From an optimization exercise on the open Yosys and OpenROAD flow, aimed at small area, a short achievable clock period and few clock cycles per item; shortcuts taken in it are not production practice. No functional check of the RTL was part of any run shown here. Power figures rest on the tool's default switching activity, not on a simulated workload.

==> flow/config.mk <==
export PLATFORM = sky130hd
export DESIGN_NAME = chord_mixer
export DESIGN_NICKNAME = chord_mixer
export VERILOG_FILES = /design/flow/design.v
export SDC_FILE = /design/flow/constraint.sdc
export NUM_CORES = 4
export LEC_CHECK = 0
export ABC_AREA = 0
export ABC_CLOCK_PERIOD_IN_PS = 8000
export CAP_MARGIN = 20
export CORE_MARGIN = 2
export CORE_UTILIZATION = 40
export SETUP_SLACK_MARGIN = 5
export SLEW_MARGIN = 20
==> flow/constraint.sdc <==
create_clock -name core_clock -period 14.0 [get_ports {clk}]
set_input_delay 2.8000 -clock core_clock [delete_from_list [all_inputs] [get_ports {clk}]]
set_output_delay 2.8000 -clock core_clock [all_outputs]
set_load 0.01 [all_outputs]
==> flow/design.v <==
module mix_fadd (
    input  wire [30:0] a,
    input  wire [30:0] b,
    output wire [30:0] y
);
    wire [7:0]  ea = a[30:23];
    wire [7:0]  eb = b[30:23];
    wire        inf_in = (&ea) | (&eb);
    wire        na = |ea;
    wire        nb = |eb;
    wire [7:0]  Ea = {ea[7:1], ea[0] | ~na};
    wire [7:0]  Eb = {eb[7:1], eb[0] | ~nb};
    wire [8:0]  dab = {1'b0, Ea} - {1'b0, Eb};
    wire [7:0]  dba = Eb - Ea;
    wire        a_hi = ~dab[8];
    wire [7:0]  d    = a_hi ? dab[7:0] : dba;
    wire [7:0]  e_hi = a_hi ? Ea : Eb;
    wire [23:0] m_hi = a_hi ? {na, a[22:0]} : {nb, b[22:0]};
    wire [23:0] m_lo = a_hi ? {nb, b[22:0]} : {na, a[22:0]};
    wire        big = |d[7:5];
    wire [25:0] l0 = {m_lo, 2'b00};
    wire [25:0] l1 = d[0] ? {1'b0,  l0[25:2],  l0[1]   | l0[0]}      : l0;
    wire [25:0] l2 = d[1] ? {2'b0,  l1[25:3],  |l1[2:0]}             : l1;
    wire [25:0] l3 = d[2] ? {4'b0,  l2[25:5],  |l2[4:0]}             : l2;
    wire [25:0] l4 = d[3] ? {8'b0,  l3[25:9],  |l3[8:0]}             : l3;
    wire [25:0] l5 = d[4] ? {16'b0, l4[25:17], |l4[16:0]}            : l4;
    wire [25:0] al = big ? {25'd0, |m_lo} : l5;
    wire [24:0] sum = {1'b0, m_hi} + {1'b0, al[25:2]};
    wire        c  = sum[24];
    wire [23:0] m  = c ? sum[24:1] : sum[23:0];
    wire        g  = c ? sum[0] : al[1];
    wire        s  = c ? (al[1] | al[0]) : al[0];
    wire        ov = c & (&e_hi[7:1]);           
    wire [7:0]  field = c ? e_hi + 8'd1 : (m[23] ? e_hi : 8'd0);
    wire        rup   = g & (s | m[0]);
    wire [30:0] rounded = {field, m[22:0]} + {30'd0, rup};
    assign y = (inf_in | ov) ? 31'h7F800000 : rounded;
endmodule
module mix_fdiv (
    input  wire [30:0] x,
    input  wire [1:0]  n,
    output wire [30:0] y
);
    wire [7:0]  ex = x[30:23];
    wire        nx = |ex;
    wire        e1 = (ex[7:1] == 7'd0);         
    wire [23:0] M  = {nx, x[22:0]};
    wire [30:0] h_pre = e1 ? {8'd0, M[23:1]} : {ex - 8'd1, x[22:0]};
    wire        h_rup = e1 & M[0] & M[1];
    wire [1:0]  r;
    wire [22:0] q;
    mix_div3 u_d3 (.m(M), .q(q), .r(r));
    wire        f24 = r[1];             
    wire        f23 = r[0];             
    wire        f22 = r[1];
    wire        nz  = r[1] | r[0];
    wire        top = q[22];            
    wire [8:0]  f0  = {1'b0, ex} - {7'd0, ~top, top};
    wire        normal = ~f0[8] & (|f0[7:0]) & nx;
    wire [22:0] n_man = top ? {q[21:0], f24} : {q[20:0], f24, f23};
    wire        n_g   = top ? f23 : f22;
    wire [22:0] s_man = e1 ? q : {q[21:0], f24};
    wire        s_g   = e1 ? f24 : f23;
    wire [30:0] t_pre = normal ? {f0[7:0], n_man} : {8'd0, s_man};
    wire        t_g   = normal ? n_g : s_g;
    wire        t_rup = t_g & (nz | t_pre[0]);
    wire        pass = n[0] & ~n[1] | (&ex);
    wire [30:0] pre  = pass ? x : (n[1] & ~n[0]) ? h_pre : t_pre;
    wire        rup  = ~pass & ((n[1] & ~n[0]) ? h_rup : t_rup);
    assign y = pre + {30'd0, rup};
endmodule
module mix_div3 (
    input  wire [23:0] m,
    output wire [22:0] q,
    output wire [1:0]  r
);
    wire [1:0] rem [0:12];
    assign rem[12] = 2'd0;
    genvar t;
    generate for (t = 11; t >= 0; t = t - 1) begin : g
        wire [3:0] v = {rem[t+1], m[2*t+1:2*t]};
        reg  [1:0] qd, rd;
        always @(*) begin
            case (v)
                4'd0:  begin qd = 2'd0; rd = 2'd0; end
                4'd1:  begin qd = 2'd0; rd = 2'd1; end
                4'd2:  begin qd = 2'd0; rd = 2'd2; end
                4'd3:  begin qd = 2'd1; rd = 2'd0; end
                4'd4:  begin qd = 2'd1; rd = 2'd1; end
                4'd5:  begin qd = 2'd1; rd = 2'd2; end
                4'd6:  begin qd = 2'd2; rd = 2'd0; end
                4'd7:  begin qd = 2'd2; rd = 2'd1; end
                4'd8:  begin qd = 2'd2; rd = 2'd2; end
                4'd9:  begin qd = 2'd3; rd = 2'd0; end
                4'd10: begin qd = 2'd3; rd = 2'd1; end
                default: begin qd = 2'd3; rd = 2'd2; end
            endcase
        end
        assign rem[t] = rd;
        if (t == 11) begin : gtop
            assign q[22] = qd[0];
        end else begin : glow
            assign q[2*t+1:2*t] = qd;
        end
    end endgenerate
    assign r = rem[0];
endmodule
module chord_mixer (
    input  wire        clk,
    input  wire        rst,
    input  wire        in_valid,
    output wire        in_ready,
    input  wire [1:0]  in_n,
    input  wire [31:0] in_s0,
    input  wire [31:0] in_s1,
    input  wire [31:0] in_s2,
    output wire        out_valid,
    input  wire        out_ready,
    output wire [31:0] out_data
);
    reg         full;        
    reg         more;        
    reg  [1:0]  n;
    reg  [30:0] acc;
    reg  [30:0] s2;
    wire        take = in_valid & in_ready;
    wire [30:0] a = more ? acc : in_s0[30:0];
    wire [30:0] b = more ? s2  : (in_n[1] ? in_s1[30:0] : 31'd0);
    wire [30:0] sum;
    wire [30:0] quo;
    mix_fadd u_add (.a(a), .b(b), .y(sum));
    mix_fdiv u_div (.x(acc), .n(n), .y(quo));
    always @(posedge clk) begin
        s2 <= in_s2[30:0];
        if (take | more)
            acc <= sum;
        if (take)
            n <= in_n;
        if (rst) begin
            full <= 1'b0;
            more <= 1'b0;
        end else begin
            more <= take & (in_n == 2'd3);
            if (take)
                full <= (in_n != 2'd3);
            else if (more)
                full <= 1'b1;
            else if (out_ready)
                full <= 1'b0;
        end
    end
    assign in_ready  = ~more & (~full | out_ready);
    assign out_valid = full;
    assign out_data  = {1'b0, quo};
endmodule
==> flow/run.sh <==
#!/bin/bash
# synth_recipe.tcl (not shown) runs the flow's synth.tcl, then flattens the netlist and writes it again
# the make line also repeats each setting of config.mk as NAME=value (left out here)
make -C /OpenROAD-flow-scripts/flow DESIGN_CONFIG=/design/flow/config.mk WORK_HOME=/design/flow/orfs CLKGATE_MAP_FILE= SYNTH_SCRIPT=/design/flow/synth_recipe.tcl finish
==> run summary, run 1 <==
DRC 0; die area 32,750 um2; Fmax 0.08458 GHz; Seq/Total Area, Yosys 13.19%; Post-synth ARST share 0%; Hold-fix buffers, CTS 0; clk sinks 66; total negative slack 0 ns; crit-path max FO 5; starting DRC count in detailed routing 1,608; Post-Syn Area about 13,000 um2; Via-to-Cell Ratio between 6 and 7; initial antenna violation count 2; Period minus WS final 11.82 ns; WHS slightly above 0.6 ns; routed len/inst 22.11 um; global-route wire length before repair 82,170 um; grt total ovfl 0; Min-Delay Path Class register to register; Synth warnings 2; clk root buf clkbuf_16; peak supply drop 0.1606 mV; Fin. Hold Viols 0; kind of end point of the critical path register; io pins 136; Antenna Nets Post-Route 0; worst slew pin tran 1.091 ns; worst endpoint required time 14.09 ns; # setup viols final 0; synth unique cells 110; Core ar. 30,750 um2; kind of critical path input pin to register; Placer Congestion 0.9457; Initial DRT Pass Iterations 6; slowest cell delay on critical path approximately 0.39 ns; HPWL after detailed placement 37,860 um; Clock Latency Late Sink 0.35 ns; max cap viols 0; total clock buffers created by CTS 9; period utilisation layout 84.45%; Slew Limit Fails 0; Die H 181.0 um; LEAKAGE 0.007876 uW; Worst Setup Start Kind input pin; Worst-path clk slew around 0.06 ns; Crit path arrival time 11.92 ns; CP dominant cell by count a21oi_2; via total after detailed routing about 15,000; Slew HR 27.24%; Syn Inst Count around 1,700; outcome finished clean; Yosys reg bits between 60 and 70; slowest stage cell, crit path fa_2; Fillers 2,641; Top FF cell, synth edfxtp_1; Post-Syn Area per Cell 7.372 um2; Die Width 181.0 um; unrepaired setup endpoints after global routing true; Post-synth EDFFs 33; H-tree Lvls 3; FP Rows 64; final worst clock skew 0.006409 ns; Max Root-Sink Buffers 2; Final nets about 2,300; share of layout cells above drive strength 1 between 30% and 40%; initial core utilization 40.73%; syn_nets 1,896; area delta synth->final 55.00%; vias in the first global route 14,700; I/O Buffers 131; largest net degree at the start of global routing 67; CTS tree yes; GR Util All Layers 31.39%; Post-Route Utilization between 60 and 70%; routed wire length between 50,000 and 60,000 um; P per Cell Area 184.1 nW/um2
-- worst paths after layout --
path	from	endpoint	slack, ns	cells after the start
max	in_n[1]	acc[14]$_SDFFCE_PP0P_	2.18	59
min	full$_SDFFE_PP0P_	full$_SDFFE_PP0P_	0.61	2
max reg2reg	more$_SDFF_PP0_	acc[14]$_SDFFCE_PP0P_	3.67	58
min reg2reg	full$_SDFFE_PP0P_	full$_SDFFE_PP0P_	0.61	2
-- power by group --
part / total [uW] / leakage, uW / internal, uW / switching (uW)
clock: 240 / 0.000150 / 147 / 92.5
sequential: 286 / 0.000604 / 236 / 50.0
combinational: 3050 / 0.00712 / 1340 / 1710
total: 3580 / 0.00788 / 1720 / 1860
-- cells by family (layout without fill, tap and decap cells) --
group / after synthesis / in the layout / synth area share [%]
buffers and inverters: 196 / 585 / 6.083
AOI/OAI and AO/OA: 538 / 538 / 29.56
and+or+nand+nor: 573 / 573 / 22.88
xor gates and xnor gates: 86 / 86 / 6.013
other: 1 / 2 / 0.02994
DFF: 66 / 66 / 13.19
adders and majority gates: 95 / 95 / 9.729
muxes: 144 / 144 / 12.52
-- registers in the layout (all words and copies together) (netlist names) --
register	count
n	2
more	1
full	1
s2	31
acc	31
-- cells in the final DEF, fill, tap and decap left out, types with 24 or more instances in the layout --
master / instances
dfxtp_1: 32
inv_1: 100
xnor2_1: 33
a21oi_1: 88
nand4_1: 24
clkdlybuf4s50_1: 87
buf_4: 263
o22ai_1: 28
edfxtp_1: 33
nand2_1: 140
a22oi_1: 33
buf_6: 50
a21oi_2: 27
nand3_1: 39
ha_1: 79
buf_2: 29
nor2_1: 119
nor3_1: 43
mux2i_1: 97
o21ai_0: 62
-- synthesized netlist by cell type (18+ instances only) --
library cell / n / area (um2)
nor2_1: 136 / 510.5
nand3_1: 46 / 230.2
a211oi_1: 26 / 195.2
nand2_1: 155 / 581.8
inv_1: 109 / 409.1
dfxtp_1: 33 / 660.6
ha_1: 91 / 1139
clkbuf_1: 68 / 255.2
o22ai_1: 34 / 212.7
a22oi_1: 40 / 300.3
edfxtp_1: 33 / 991.0
a31oi_1: 28 / 175.2
nor4_1: 30 / 187.7
o211ai_1: 22 / 165.2
o21ai_0: 84 / 420.4
xor2_1: 31 / 271.5
nor3_1: 60 / 300.3
a21oi_1: 122 / 610.6
xnor2_1: 55 / 481.7
mux2_2: 21 / 236.5
o21bai_1: 18 / 135.1
nand4_1: 24 / 150.1
mux2i_1: 115 / 1151
-- area by class of cell --
type / instances / area, um2 / share of cell area, %
clock buffer: 13 / 260.3 / 1.340
clock inverter: 3 / 40.04 / 0.2062
sequential: 66 / 1655 / 8.526
inverter: 109 / 411.6 / 2.120
antenna: 1 / 2.502 / 0.01289
multi-input combinational: 1437 / 12450 / 64.10
timing repair buffer: 460 / 4104 / 21.14
tap: 396 / 495.5 / 2.552
-- layer usage --
layer  track usage [%]  up-vias  share of wire (%)
li1                  -     7163                  -
met2             49.91      714                 45
met1             43.41     7462                 44
met4             10.76        2                3.6
met3             4.596      124                7.7
met5                 0        -              0.024
-- through the flow --
stage,instances,total power (uW),setup slack (ns),instance area [um2]
floorplan,1699,1953,2.547,13570
global placement,2185,2509,0.7485,15240
detailed placement,2185,2529,0.5248,15240
CTS,2387,3274,2.485,18190
global route,2485,3786,1.819,19410
finish,2485,3575,2.177,19410
-- critical path: cells and delay by family --
kind	cells	cell delay, ns
simple gates	11	1.44
buf+inv	9	1.14
xor+xnor	2	0.39
fa+ha+maj	5	1.20
compound gates	32	4.90
-- repair_timing --
item,in CTS,in global routing
gates cloned,5,2
gates resized for setup,409,101
pin swaps,162,143
endpoints found under the hold margin,0,0
setup endpoints to repair,62,62
buffers inserted,181,95
==> run 2: changes to the inputs <==
--- a/flow/config.mk
+++ b/flow/config.mk
@@ -6,6 +6,5 @@
 export NUM_CORES = 4
 export LEC_CHECK = 0
-export ABC_AREA = 0
-export ABC_CLOCK_PERIOD_IN_PS = 8000
+export ABC_AREA = 1
 export CAP_MARGIN = 20
 export CORE_MARGIN = 2
==> run 2 against run 1 <==
- global-route usage down 1.4 points
- combinational power up 15%
- cell area up 0.80%
- clock-buffer cell count down 1
- first-iteration DRC count down 12%
- clock skew down 0.0011 ns
- final cell count up 18%
- register-to-register slack better by 0.86 ns
- via count up 5.6%
- synthesized area down 3.4%
- routed wire length down 3.9%
- sequential cell count unchanged
==> run summary, run 2 <==
kind of critical path input pin to register; unrepaired setup endpoints after global routing true; Final nets between 2,000 and 3,000; Clock Latency Late Sink 0.36 ns; crit-path max FO 26; slowest cell delay on critical path ~0.45 ns; io pins 136; FP Rows 63; hold path cells 2; kind of end point of the critical path register; reg2reg start more$_SDFF_PP0_; Placer Congestion approximately 0.95; worst slew pin tran 0.9669 ns; largest family of logic cells by synthesized area simple AND/OR/NAND/NOR gates; Synth top area share 15.47%; Reg power frac just under 7%; commonest cells after routing, fill and taps aside 442 x nand2_1, 298 x buf_4, 212 x inv_1; GR Util All Layers a little under a third; Synth warnings 2; Yosys reg bits 66; total negative slack 0 ns; R2R depth 59; synth unique cells 60; reg-to-reg slack, setup 4.53 ns; Compound-Gate Fraction of Synth Area about a quarter; Gate power share 87.2%; Sw Ratio between 50% and 60%; Die Width around 180 um; Crit path arrival time between 10 and 15 ns; ranking of synthesized cells by area nand2_1 15%, o21ai_0 12%, ha_1 9.4%, edfxtp_1 8.2%, inv_1 8.0%; clk root buf clkbuf_16; WHS Endpoint full$_SDFFE_PP0P_; Post-Synth Simple-Gate Area 36.68%; Top Registers acc (31), s2 (31), n (2); DR WL met2 25,810 um; max cap viols 0; Initial DRT Pass Iterations 6; worst reg2reg endpoint acc[24]$_SDFFCE_PP1P_; outcome finished clean; HPWL after detailed placement 31,880 um; Clk pwr share around 6.0%; post-synthesis mux area share 0.3308%; I/O Buffers 131; share of layout cells above drive strength 1 a little over a third; final worst clock skew roughly 0.0053 ns; routed wire length 52,790 um; P per Cell Area 205.9 nW/um2; Synth Area in Adders 10.07%; # setup viols final 0; Seq/Total Area, Yosys 13.64%; peak supply drop 0.2046 mV; area delta synth->final 61.68%; Period minus WS final 10.90 ns; top routing layer in use met4; Post-synth EDFFs 33; Syn Inst Count 2,063; pre-CTS setup slack a little under 0.9 ns; Fin. Hold Viols 0; Via-to-Cell Ratio between 5 and 6; count leader, synth nand2_1; syn_nets 2,260; Final WS setup around 3.1 ns; Internal Power 1836 uW; die area 31,670 um2; met3 WL 3198 um; grt total ovfl 0; most common cell after layout, fill and taps aside nand2_1; total clock buffers created by CTS 9; Antenna Nets Post-Route 0; CTS tree yes; slowest stage cell, crit path or3_4; Slew Limit Fails 0; Worst Setup Start Kind input pin; initial core utilization 40.73%; Fillers between 2,000 and 2,500; Min-Delay Path Class register to register; via total after detailed routing about 16,000; vias in the first global route around 15,000; starting DRC count in detailed routing 1,412; Die H 178.0 um; metal1 wirelength 20,790 um; clk sinks 66; Post-Syn Area per Cell 5.867 um2; worst endpoint required time 14.23 ns; Worst-path clk slew 0.06 ns; biggest area consumer among synthesized cells nand2_1; P_sw between 2000 and 2500 uW; global-route wire length before repair 75,580 um; largest net degree at the start of global routing between 90 and 100; Core ar. 29,720 um2; n_diodes 0; DRC 0; period utilisation layout 77.83%; LEAKAGE between 0.009 and 0.01 uW; most common library cells after synthesis 499 x nand2_1, 295 x o21ai_0, 259 x inv_1; XOR/XNOR Fraction of Synth Area around 3.5%; Fmax between 0.09 and 0.1 GHz; initial antenna violation count 0; Post-Syn Area 12,100 um2; HP Start full$_SDFFE_PP0P_; Top FF cell, synth edfxtp_1; Post-synth ARST share 0%; Max Root-Sink Buffers 2; CP dominant cell by count inv_2; Slew HR a little over a third; routed len/inst 18.04 um; H-tree Lvls 3
[run 2: logic make-up after synthesis]
family          after synthesis
flops                        66
buf+inv                     364
simple gates                962
fa+ha+maj                    95
mux                           4
compound gates              522
xor+xnor                     49
other cells                   1
[run 2: timing repair]
item,CTS,global route
buffers inserted,275,99
hold buffers,0,0
pin swaps,157,145
endpoints found under the setup margin,62,62
gates resized for setup,410,355
gates cloned,14,3
[run 2: worst max path at each step]
stage | slack, ns | startpoint | end | cells after the start
2_1_floorplan | 3.44 | in_n[1] | acc[24]$_SDFFCE_PP1P_ | 63
3_3_place_gp | 1.02 | in_n[1] | acc[28]$_SDFFCE_PP1P_ | 59
3_5_place_dp | 0.88 | in_n[1] | acc[28]$_SDFFCE_PP1P_ | 59
4_1_cts | 3.66 | in_s0[27] | acc[29]$_SDFFCE_PP1P_ | 68
5_1_grt | 2.87 | in_s1[27] | acc[24]$_SDFFCE_PP1P_ | 58
6_report | 3.10 | in_s1[27] | acc[24]$_SDFFCE_PP1P_ | 56
[run 2: worst max-delay path: cells and delay by family]
family                   cells  cell delay, ns
buffers and inverters       13            1.66
AO/OA/AOI/OAI               16            2.15
multiplexers                 1            0.21
adder cells (fa/ha/maj)      4            0.90
AND/OR/NAND/NOR             21            3.21
XOR/XNOR                     1            0.18
[run 2: cell type report]
| type | instances | area, um2 | area share (%) |
|---|---|---|---|
| flip-flops and latches | 66 | 1655 | 8.459 |
| repair inverters | 9 | 65.06 | 0.3325 |
| clock inverters | 4 | 48.80 | 0.2493 |
| clock buffers | 12 | 267.8 | 1.368 |
| repair buffers | 532 | 4838 | 24.72 |
| well taps | 390 | 488.0 | 2.493 |
| multi-input cells | 1635 | 11040 | 56.41 |
| inverters | 279 | 1167 | 5.965 |
[run 2: per-layer routing]
metal	GRT usage, %	up-vias
met3	2.913	222
met5	0	-
met2	53.52	799
li1	-	7840
met4	15.20	0
met1	35.65	7473
[run 2: power groups by stage]
stage / logic (uW) / clock network [uW] / registers [uW]
after floorplan: 1690 / 0 / 263
after global placement: 2190 / 0 / 278
after detailed placement: 2220 / 0 / 279
after CTS: 2830 / 244 / 273
after global routing: 3810 / 253 / 276
final: 3520 / 242 / 272
[run 2: through the flow]
stage / instance area, um2 / utilization (%) / std cells / total power, uW / hold slack (ns)
after CTS: 17690 / 59.54 / 2824 / 3352 / 0.5954
after global placement: 13870 / 46.68 / 2519 / 2473 / 0.5705
after detailed placement: 13870 / 46.68 / 2519 / 2500 / 0.5675
after global routing: 19570 / 65.85 / 2927 / 4338 / 0.6774
after floorplan: 12370 / - / 2063 / 1956 / 0.6644
final: 19570 / 65.85 / 2927 / 4030 / 0.6133

[re-timing with driven ports]
The results above use ideal ports. As a check the final layouts listed here were re-extracted and re-timed, cells and wires unchanged.
Step 1, drivers: a clkbuf_16 drives clk and a buf_2 each remaining input, both assumed.
Step 2 moves the port delays by t, midway between the first and last clock arrival at a register: inputs arrive t later, outputs are due t later. That takes back most of the time a late clock gives input paths.
Slacks: ideal / step 1 / step 2; pairs: ideal / step 1.
run	t, ns	setup slack, ns	worst hold slack (ns)	slew at the worst register clock pin (ns)	worst slew at a driven data input, ns
run 1	0.389	2.177 / 2.172 / 1.783	0.611 / 0.611 / 0.611	0.06 / 0.06	0.07
run 2	0.407	3.104 / 3.117 / 2.709	0.613 / 0.613 / 0.613	0.06 / 0.06	0.07
After both steps setup and hold are still met in every run listed. For run 2, which loses most, drivers alone change the setup slack by +0.013 ns; drivers and shift together by -0.395 ns.
